Context: an optimization exercise on an open-source flow, tuned for small area, a short achievable clock period and few clock cycles per item. The choices shown serve that exercise and are no tape-out recipe. The RTL was checked by simulation tests, not by an equivalence proof against the original design.

==> build 74: inputs <==
// lpc_synth
module lpc_synth (
    input  wire        clk,
    input  wire        rst,
    input  wire        in_valid,
    output wire        in_ready,
    input  wire        unvoiced,
    input  wire [7:0]  pitch,
    input  wire [9:0]  energy,
    input  wire [99:0] k,           
    output reg         out_valid,
    output wire [9:0]  out_sample
);
    localparam [1:0] S_IDLE = 2'd0,    
                     S_C1   = 2'd1,
                     S_C2   = 2'd2,
                     S_C3   = 2'd3;
    reg [1:0]  st;
    reg [1:0]  st_next;
    reg [14:0] kd  [0:4];           
    reg [14:0] b_r [0:4];           
    reg [15:0] p_r [0:4];           
    reg [18:0] base_r;              
    reg [13:0] u10v_r;              
    reg [9:0]  prev_energy;
    reg [14:0] x   [0:9];
    reg [14:0] xn  [0:9];           
    reg [4:0]  sel3, sel4;
    reg        hi_ok, lo_ok;
    wire accept = (st == S_C3);
    assign in_ready = (st == S_C3);
    always @(*) begin
        case (st)
            S_IDLE:  st_next = in_valid ? S_C1 : S_IDLE;
            S_C1:    st_next = S_C2;
            S_C2:    st_next = S_C3;
            default: st_next = S_IDLE;
        endcase
        if (rst)
            st_next = S_IDLE;
    end
    wire [7:0] exc;
    wire [7:0] chirp_next;
    wire       noise_neg;
    lpc_excitation u_exc (
        .clk        (clk),
        .rst        (rst),
        .step       (accept),
        .unvoiced   (unvoiced),
        .pitch      (pitch),
        .exc        (exc),
        .chirp_next (chirp_next),
        .noise_neg  (noise_neg)
    );
    wire [13:0] e8  = {{1{prev_energy[9]}}, prev_energy, 3'd0};
    wire [13:0] u10 = !hi_ok   ? 14'd0 :
                      unvoiced ? (noise_neg ? -e8 : e8) : u10v_r;
    wire [15:0] m [0:4];
    genvar g;
    generate
        for (g = 0; g < 5; g = g + 1) begin : g_mul
            wire [14:0] c = (g < 4 ? {15{sel3[g]}} & x[g+5] : 15'd0)
                          | ({15{sel4[g]}}  & x[g]);
            lpc_mac u_mac (
                .d (kd[g]),
                .b (b_r[g]),
                .c (c),
                .p (m[g])
            );
        end
    endgenerate
    wire [18:0] base = base_r;
    wire [18:0] np [0:4];
    wire [18:0] cs_s [0:4];
    wire [18:0] cs_c [0:4];
  ...
==> module lpc_synth, before the edit <==
module lpc_synth (
    input  wire        clk,
    input  wire        rst,
    input  wire        in_valid,
    output wire        in_ready,
    input  wire        unvoiced,
    input  wire [7:0]  pitch,
    input  wire [9:0]  energy,
    input  wire [99:0] k,           
    output reg         out_valid,
    output wire [9:0]  out_sample
);
    localparam [1:0] S_IDLE = 2'd0,    
                     S_C1   = 2'd1,
                     S_C2   = 2'd2,
                     S_C3   = 2'd3;
    reg [1:0]  st;
    reg [1:0]  st_next;
    reg [14:0] kd  [0:4];           
    reg [14:0] b_r [0:4];           
    reg [15:0] p_r [0:4];           
    reg [18:0] base_r;              
    reg [13:0] u10v_r;              
    reg [9:0]  prev_energy;
    reg [14:0] x   [0:9];
    reg [14:0] xn  [0:9];           
    reg [4:0]  sel3, sel4;
    reg        hi_ok, lo_ok;
    wire accept = (st == S_C3);
    assign in_ready = (st == S_C3);
    always @(*) begin
        case (st)
            S_IDLE:  st_next = in_valid ? S_C1 : S_IDLE;
            S_C1:    st_next = S_C2;
            S_C2:    st_next = S_C3;
            default: st_next = S_IDLE;
        endcase
        if (rst)
            st_next = S_IDLE;
    end
    wire [7:0] exc;
    wire [7:0] chirp_next;
    wire       noise_neg;
    lpc_excitation u_exc (
        .clk        (clk),
        .rst        (rst),
        .step       (accept),
        .unvoiced   (unvoiced),
        .pitch      (pitch),
        .exc        (exc),
        .chirp_next (chirp_next),
        .noise_neg  (noise_neg)
    );
    wire [13:0] e8  = {{1{prev_energy[9]}}, prev_energy, 3'd0};
    wire [13:0] u10 = !hi_ok   ? 14'd0 :
                      unvoiced ? (noise_neg ? -e8 : e8) : u10v_r;
    wire [15:0] m [0:4];
    genvar g;
    generate
        for (g = 0; g < 5; g = g + 1) begin : g_mul
            wire [14:0] c = (g < 4 ? {15{sel3[g]}} & x[g+5] : 15'd0)
                          | ({15{sel4[g]}}  & x[g]);
            lpc_mac u_mac (
                .d (kd[g]),
                .b (b_r[g]),
                .c (c),
                .p (m[g])
            );
        end
    endgenerate
    wire [18:0] base = base_r;
    wire [18:0] np [0:4];
    wire [18:0] cs_s [0:4];
    wire [18:0] cs_c [0:4];
    wire [19:0] sfx_w [0:4];
    wire [18:0] sfx [0:4];
    generate
        for (g = 0; g < 5; g = g + 1) begin : g_np
            assign np[g] = ~{{3{p_r[g][15]}}, p_r[g]};
        end
    endgenerate
    assign cs_s[4] = base;
    assign cs_c[4] = np[4];
    generate
        for (g = 3; g >= 0; g = g - 1) begin : g_cs
            wire [18:0] cy = (cs_s[g+1] & cs_c[g+1]) | (cs_s[g+1] & np[g]) | (cs_c[g+1] & np[g]);
            assign cs_s[g] = cs_s[g+1] ^ cs_c[g+1] ^ np[g];
            assign cs_c[g] = {cy[17:0], 1'b1};
        end
        for (g = 0; g < 5; g = g + 1) begin : g_sfx
            assign sfx_w[g] = {cs_s[g], 1'b1} + {cs_c[g], 1'b1};
            assign sfx[g] = sfx_w[g][19:1];
        end
    endgenerate
    wire signed [18:0] u0 = base_r;
    reg [11:0] clamped;
    always @(*) begin
        if (u0 > 19'sd2047)
            clamped = 12'h7FF;
        else if (u0 < -19'sd2048)
            clamped = 12'h800;
        else
            clamped = u0[11:0];
    end
    assign out_sample = clamped[11:2];
    wire [14:0] kd_next [0:4];
    generate
        for (g = 0; g < 5; g = g + 1) begin : g_enc
            wire [9:0] ks = (g == 4 && st == S_C2)          ? energy :
                            (st == S_IDLE || st == S_C2)    ? k[(g+5)*10 +: 10] :
                                                              k[g*10 +: 10];
            lpc_booth u_enc (.a (ks), .d (kd_next[g]));
        end
    endgenerate
    integer i;
    always @(*) begin
        for (i = 0; i <= 9; i = i + 1)
            xn[i] = x[i];
        if (accept)
            for (i = 0; i < 4; i = i + 1)
                xn[i+6] = m[i][14:0];
        if (out_valid) begin
            xn[0] = b_r[0];
            for (i = 0; i < 5; i = i + 1)
                xn[i+1] = m[i][14:0];
        end
    end
    always @(posedge clk) begin
        base_r <= (st == S_C1) ? {{5{u10[13]}}, u10} : sfx[0];
        for (i = 0; i < 5; i = i + 1) begin
            kd[i]  <= kd_next[i];
            p_r[i] <= m[i];
            case (st)
                S_IDLE:  b_r[i] <= (i == 0 && out_valid) ? m[4][14:0] :
                                   (i == 0 ? lo_ok : hi_ok) ? x[i+5] : 15'd0;
                S_C1:    b_r[i] <= lo_ok ? x[i] : 15'd0;
                S_C2:    b_r[i] <= (i == 4) ? {chirp_next[7], chirp_next, 6'd0} : sfx[i][14:0];
                default: b_r[i] <= sfx[i][14:0];
            endcase
        end
        for (i = 0; i <= 9; i = i + 1)
            x[i] <= xn[i];
        st    <= st_next;
        sel3  <= {{4{st_next == S_C3}} & {hi_ok, hi_ok, hi_ok, lo_ok}};
        sel4  <= {5{st == S_C3 && lo_ok}};
        if (rst) begin
            out_valid   <= 1'b0;
            hi_ok       <= 1'b0;
            lo_ok       <= 1'b0;
        end else begin
            if (accept)
                hi_ok <= 1'b1;
            if (out_valid)
                lo_ok <= 1'b1;
            out_valid <= accept;
            if (accept) begin
                prev_energy <= energy;
                u10v_r      <= m[4][13:0];
            end
        end
    end
endmodule
==> flow/config.mk <==
export PLATFORM = sky130hd
export DESIGN_NAME = lpc_synth
export DESIGN_NICKNAME = lpc_synth
export VERILOG_FILES = /design/flow/design.v
export SDC_FILE = /design/flow/constraint.sdc
export NUM_CORES = 4
export LEC_CHECK = 0
export CAP_MARGIN = 20
export CORE_MARGIN = 2
export CORE_UTILIZATION = 40
export SLEW_MARGIN = 20
==> flow/constraint.sdc <==
create_clock -name core_clock -period 12.0 [get_ports {clk}]
set_input_delay 2.4000 -clock core_clock [delete_from_list [all_inputs] [get_ports {clk}]]
set_output_delay 2.4000 -clock core_clock [all_outputs]
set_load 0.01 [all_outputs]
standard.sh (not shown) runs the stock make flow with config.mk's settings and CLKGATE_MAP_FILE= SYNTH_SCRIPT=/design/flow/synth_recipe.tcl, a recipe that flattens the netlist after the stock synthesis.
==> flow/flow/run.sh <==
#!/bin/bash
# The standard layout (the standard.sh: ORFS synthesis to finish, then
# the final DEF), with timing repair aiming 9 ns below the clock period so
# the resizer also works on paths that already meet the 12 ns clock.
set -o pipefail
bash standard.sh SETUP_SLACK_MARGIN=9 finish > standard.log 2>&1
==> trial 3: changes against build 74 <==
--- a/flow/design.v
+++ b/flow/design.v
@@ -921,10 +921,26 @@
     endgenerate
-    assign cs_s[4] = base;
-    assign cs_c[4] = np[4];
+    wire [18:0] sA = base ^ np[4] ^ np[3];
+    wire [18:0] mA = (base & np[4]) | (base & np[3]) | (np[4] & np[3]);
+    wire [18:0] cA = {mA[17:0], 1'b1};
+    wire [18:0] sB = np[2] ^ np[1] ^ np[0];
+    wire [18:0] mB = (np[2] & np[1]) | (np[2] & np[0]) | (np[1] & np[0]);
+    wire [18:0] cB = {mB[17:0], 1'b1};
+    wire [18:0] sT = sA ^ cA ^ np[2];
+    wire [18:0] mT = (sA & cA) | (sA & np[2]) | (cA & np[2]);
+    wire [18:0] cT = {mT[17:0], 1'b1};
+    wire [18:0] sU = sT ^ cT ^ np[1];
+    wire [18:0] mU = (sT & cT) | (sT & np[1]) | (cT & np[1]);
+    wire [18:0] cU = {mU[17:0], 1'b1};
+    wire [18:0] sV = sA ^ cA ^ sB;
+    wire [18:0] mV = (sA & cA) | (sA & sB) | (cA & sB);
+    wire [18:0] cV = {mV[17:0], 1'b1};
+    wire [18:0] sW = sV ^ cV ^ cB;
+    wire [18:0] mW = (sV & cV) | (sV & cB) | (cV & cB);
+    wire [18:0] cW = {mW[17:0], 1'b1};
+    assign cs_s[4] = base; assign cs_c[4] = np[4];
+    assign cs_s[3] = sA;   assign cs_c[3] = cA;
+    assign cs_s[2] = sT;   assign cs_c[2] = cT;
+    assign cs_s[1] = sU;   assign cs_c[1] = cU;
+    assign cs_s[0] = sW;   assign cs_c[0] = cW;
     generate
-        for (g = 3; g >= 0; g = g - 1) begin : g_cs
-            wire [18:0] cy = (cs_s[g+1] & cs_c[g+1]) | (cs_s[g+1] & np[g]) | (cs_c[g+1] & np[g]);
-            assign cs_s[g] = cs_s[g+1] ^ cs_c[g+1] ^ np[g];
-            assign cs_c[g] = {cy[17:0], 1'b1};
-        end
         for (g = 0; g < 5; g = g + 1) begin : g_sfx
==> flow/flow/run.sh (replaced) <==
#!/bin/bash
# The standard layout (the standard.sh: ORFS synthesis to finish, then
# the final DEF), with timing repair aiming 7.5 ns below the clock period so
# the resizer also works on paths that already meet the 12 ns clock.
set -o pipefail
bash standard.sh SETUP_SLACK_MARGIN=7.5 finish > standard.log 2>&1
==> trial 96: changes against build 74 <==
--- a/flow/design.v
+++ b/flow/design.v
@@ -867,4 +867,3 @@
     reg [4:0]  sel3, sel4;
-    reg        hi_ok, lo_ok;
-    wire accept = (st == S_C3);
+    wire accept = in_valid && (st == S_C3);
     assign in_ready = (st == S_C3);
@@ -894,4 +893,3 @@
     wire [13:0] e8  = {{1{prev_energy[9]}}, prev_energy, 3'd0};
-    wire [13:0] u10 = !hi_ok   ? 14'd0 :
-                      unvoiced ? (noise_neg ? -e8 : e8) : u10v_r;
+    wire [13:0] u10 = unvoiced ? (noise_neg ? -e8 : e8) : u10v_r;
     wire [15:0] m [0:4];
@@ -945,9 +943,10 @@
     assign out_sample = clamped[11:2];
-    wire [14:0] kd_next [0:4];
+    wire [14:0] kd_hi [0:4];
+    wire [14:0] kd_lo [0:4];
+    wire [14:0] kd_en;
+    lpc_booth u_en (.a (energy), .d (kd_en));
     generate
         for (g = 0; g < 5; g = g + 1) begin : g_enc
-            wire [9:0] ks = (g == 4 && st == S_C2)          ? energy :
-                            (st == S_IDLE || st == S_C2)    ? k[(g+5)*10 +: 10] :
-                                                              k[g*10 +: 10];
-            lpc_booth u_enc (.a (ks), .d (kd_next[g]));
+            lpc_booth u_hi (.a (k[(g+5)*10 +: 10]), .d (kd_hi[g]));
+            lpc_booth u_lo (.a (k[g*10 +: 10]),     .d (kd_lo[g]));
         end
@@ -966,2 +965,5 @@
         end
+        if (rst)
+            for (i = 0; i <= 9; i = i + 1)
+                xn[i] = 15'd0;
     end
@@ -970,8 +972,10 @@
         for (i = 0; i < 5; i = i + 1) begin
-            kd[i]  <= kd_next[i];
+            if (i == 4 && st == S_C2)
+                kd[i] <= kd_en;
+            else
+                kd[i] <= (st == S_IDLE || st == S_C2) ? kd_hi[i] : kd_lo[i];
             p_r[i] <= m[i];
             case (st)
-                S_IDLE:  b_r[i] <= (i == 0 && out_valid) ? m[4][14:0] :
-                                   (i == 0 ? lo_ok : hi_ok) ? x[i+5] : 15'd0;
-                S_C1:    b_r[i] <= lo_ok ? x[i] : 15'd0;
+                S_IDLE:  b_r[i] <= (i == 0 && out_valid) ? m[4][14:0] : x[i+5];
+                S_C1:    b_r[i] <= x[i];
                 S_C2:    b_r[i] <= (i == 4) ? {chirp_next[7], chirp_next, 6'd0} : sfx[i][14:0];
@@ -983,13 +987,9 @@
         st    <= st_next;
-        sel3  <= {{4{st_next == S_C3}} & {hi_ok, hi_ok, hi_ok, lo_ok}};
-        sel4  <= {5{st == S_C3 && lo_ok}};
+        sel3  <= {5{st_next == S_C3}};
+        sel4  <= {5{st == S_C3 && in_valid}};
         if (rst) begin
             out_valid   <= 1'b0;
-            hi_ok       <= 1'b0;
-            lo_ok       <= 1'b0;
+            prev_energy <= 10'd0;
+            u10v_r      <= 14'd0;
         end else begin
-            if (accept)
-                hi_ok <= 1'b1;
-            if (out_valid)
-                lo_ok <= 1'b1;
             out_valid <= accept;
==> flow/run.sh (new file) <==
#!/bin/bash
# synth_recipe.tcl (not shown) runs the flow's synth.tcl, then flattens the netlist and writes it again
# the make line also repeats each setting of config.mk as NAME=value (left out here)
make -C /OpenROAD-flow-scripts/flow DESIGN_CONFIG=/design/flow/config.mk WORK_HOME=/design/flow/orfs CLKGATE_MAP_FILE= SYNTH_SCRIPT=/design/flow/synth_recipe.tcl finish
removed: flow/flow/run.sh
removed: flow/standard.sh
==> trial 39: changes against build 74 <==
--- a/flow/design.v
+++ b/flow/design.v
@@ -867,4 +867,3 @@
     reg [4:0]  sel3, sel4;
-    reg        hi_ok, lo_ok;
-    wire accept = (st == S_C3);
+    wire accept = in_valid && (st == S_C3);
     assign in_ready = (st == S_C3);
@@ -894,4 +893,3 @@
     wire [13:0] e8  = {{1{prev_energy[9]}}, prev_energy, 3'd0};
-    wire [13:0] u10 = !hi_ok   ? 14'd0 :
-                      unvoiced ? (noise_neg ? -e8 : e8) : u10v_r;
+    wire [13:0] u10 = unvoiced ? (noise_neg ? -e8 : e8) : u10v_r;
     wire [15:0] m [0:4];
@@ -945,9 +943,10 @@
     assign out_sample = clamped[11:2];
-    wire [14:0] kd_next [0:4];
+    wire [14:0] kd_hi [0:4];
+    wire [14:0] kd_lo [0:4];
+    wire [14:0] kd_en;
+    lpc_booth u_en (.a (energy), .d (kd_en));
     generate
         for (g = 0; g < 5; g = g + 1) begin : g_enc
-            wire [9:0] ks = (g == 4 && st == S_C2)          ? energy :
-                            (st == S_IDLE || st == S_C2)    ? k[(g+5)*10 +: 10] :
-                                                              k[g*10 +: 10];
-            lpc_booth u_enc (.a (ks), .d (kd_next[g]));
+            lpc_booth u_hi (.a (k[(g+5)*10 +: 10]), .d (kd_hi[g]));
+            lpc_booth u_lo (.a (k[g*10 +: 10]),     .d (kd_lo[g]));
         end
@@ -966,2 +965,5 @@
         end
+        if (rst)
+            for (i = 0; i <= 9; i = i + 1)
+                xn[i] = 15'd0;
     end
@@ -970,8 +972,10 @@
         for (i = 0; i < 5; i = i + 1) begin
-            kd[i]  <= kd_next[i];
+            if (i == 4 && st == S_C2)
+                kd[i] <= kd_en;
+            else
+                kd[i] <= (st == S_IDLE || st == S_C2) ? kd_hi[i] : kd_lo[i];
             p_r[i] <= m[i];
             case (st)
-                S_IDLE:  b_r[i] <= (i == 0 && out_valid) ? m[4][14:0] :
-                                   (i == 0 ? lo_ok : hi_ok) ? x[i+5] : 15'd0;
-                S_C1:    b_r[i] <= lo_ok ? x[i] : 15'd0;
+                S_IDLE:  b_r[i] <= (i == 0 && out_valid) ? m[4][14:0] : x[i+5];
+                S_C1:    b_r[i] <= x[i];
                 S_C2:    b_r[i] <= (i == 4) ? {chirp_next[7], chirp_next, 6'd0} : sfx[i][14:0];
@@ -983,13 +987,9 @@
         st    <= st_next;
-        sel3  <= {{4{st_next == S_C3}} & {hi_ok, hi_ok, hi_ok, lo_ok}};
-        sel4  <= {5{st == S_C3 && lo_ok}};
+        sel3  <= {5{st_next == S_C3}};
+        sel4  <= {5{st == S_C3 && in_valid}};
         if (rst) begin
             out_valid   <= 1'b0;
-            hi_ok       <= 1'b0;
-            lo_ok       <= 1'b0;
+            prev_energy <= 10'd0;
+            u10v_r      <= 14'd0;
         end else begin
-            if (accept)
-                hi_ok <= 1'b1;
-            if (out_valid)
-                lo_ok <= 1'b1;
             out_valid <= accept;
==> flow/flow/run.sh (replaced) <==
#!/bin/bash
# The standard layout (the standard.sh: ORFS synthesis to finish, then
# the final DEF), with timing repair aiming 6 ns below the clock period so
# the resizer also works on paths that already meet the 12 ns clock.
set -o pipefail
bash standard.sh SETUP_SLACK_MARGIN=6 finish > standard.log 2>&1
==> comparison table <==
metric                                                                                 build 74                trial 96                     trial 3                trial 39
Seq area share                                                                           0.2144                  0.2033                      0.2304                  0.2033
Number of global-route vias before repair                                                 31970                   31420                       29810                   31420
Result of the run                                                                finished clean          finished clean              finished clean          finished clean
Post-CTS setup-driven buffer insertion count                                                328                       0                         127                       0
Count of multi-input combinational gates                                                   2722                    3370                        2713                    3370
CP endpoint                                                                   b_r[0][7]$_DFF_P_    x[6][8]$_SDFFE_PP0P_           b_r[0][8]$_DFF_P_       b_r[0][8]$_DFF_P_
Setup slack of the critical path after layout                                           7032 ps                 6204 ps                     7066 ps                 6475 ps
Portion of the layout cell area used by non-clock buffers                                0.1131                 0.03373                     0.07998                 0.03382
Number of stages on the worst hold path                                                       1                       2                           1                       2
Initial core utilization                                                                 0.4015                  0.4039                      0.4041                  0.4039
Data required time at the worst endpoint                                               12560 ps                12570 ps                    12550 ps                12530 ps
Critical Path Max Stage Delay                                                            630 ps                  840 ps                      540 ps                  810 ps
NumNets Final                                                                              5038                    5241                        4875                    5241
Placeable Area                                                                      96280 sq um            100100 sq um                 96850 sq um            100100 sq um
Source-to-sink clock delay at the later pin of the worst-skew pair                       660 ps                  650 ps                      680 ps                  650 ps
Fraction of met2 tracks used by global routing                                           0.4046                  0.3526                      0.3631                  0.3526
Final wirelength                                                                      124800 um               115600 um                   113400 um               115600 um
Cell taking the most area after synthesis                                                  fa_1                 dfxtp_1                        fa_1                 dfxtp_1
Count of inverters not on the clock network in the layout                                   425                     416                         469                     416
Hold Crit Endpoint                                                  u_exc.lfsr[10]$_SDFFE_PP1P_  u10v_r[6]$_SDFFE_PP0P_  u_exc.lfsr[4]$_SDFFE_PP1P_  u10v_r[6]$_SDFFE_PP0P_
Ratio of routed vias to standard cells                                                    5.618                   5.555                       5.535                   5.559
Reg-to-Reg End                                                                b_r[0][7]$_DFF_P_    x[6][8]$_SDFFE_PP0P_           b_r[0][8]$_DFF_P_       b_r[0][8]$_DFF_P_
Testbench counts of build 74, summed over its fixed seeds: cycles 64,008, items 16,000.
Testbench counts of trial 3, summed over its fixed seeds: cycles 64,008, items 16,000.
Testbench counts of trial 96, summed over its fixed seeds: cycles 64,008, items 16,000.
Testbench counts of trial 39, summed over its fixed seeds: cycles 64,008, items 16,000.

-- static timing again, ports no longer ideal --
How much do the figures lean on ideal ports? The routed layouts below were timed once more, with nothing changed but the port constraints.
Step 1 (the two cells are an assumption about what drives the block):
set clk [get_ports {clk}]
set_driving_cell -lib_cell sky130_fd_sc_hd__clkbuf_16 $clk
set_driving_cell -lib_cell sky130_fd_sc_hd__buf_2 [delete_from_list [all_inputs] $clk]
Step 2, shift: input delay + t, output delay - t, t = (earliest + latest rising clock arrival at the registers) / 2. This alone moves slack from input paths to output paths.
a / b / c = no drivers / after step 1 / after step 2; a / b = the first two.
run | t, ns | setup WS [ns] | clock arrival spread, ns | slew at the worst register clock pin (ns) | pins driven straight from the clock port
build 74 | 0.703 | 7.032 / 7.032 / 7.032 | 0.057 / 0.057 | 0.07 / 0.07 | 1
trial 3 | 0.713 | 7.066 / 7.066 / 6.925 | 0.070 / 0.070 | 0.07 / 0.07 | 1
trial 96 | 0.707 | 6.204 / 6.204 / 6.204 | 0.026 / 0.026 | 0.07 / 0.07 | 1
trial 39 | 0.707 | 6.475 / 6.475 / 6.233 | 0.026 / 0.026 | 0.07 / 0.07 | 1
After both steps every run listed still meets setup and hold. The setup slack of trial 39, which loses most, moves by 0.000 ns with the drivers and by -0.242 ns with both steps.
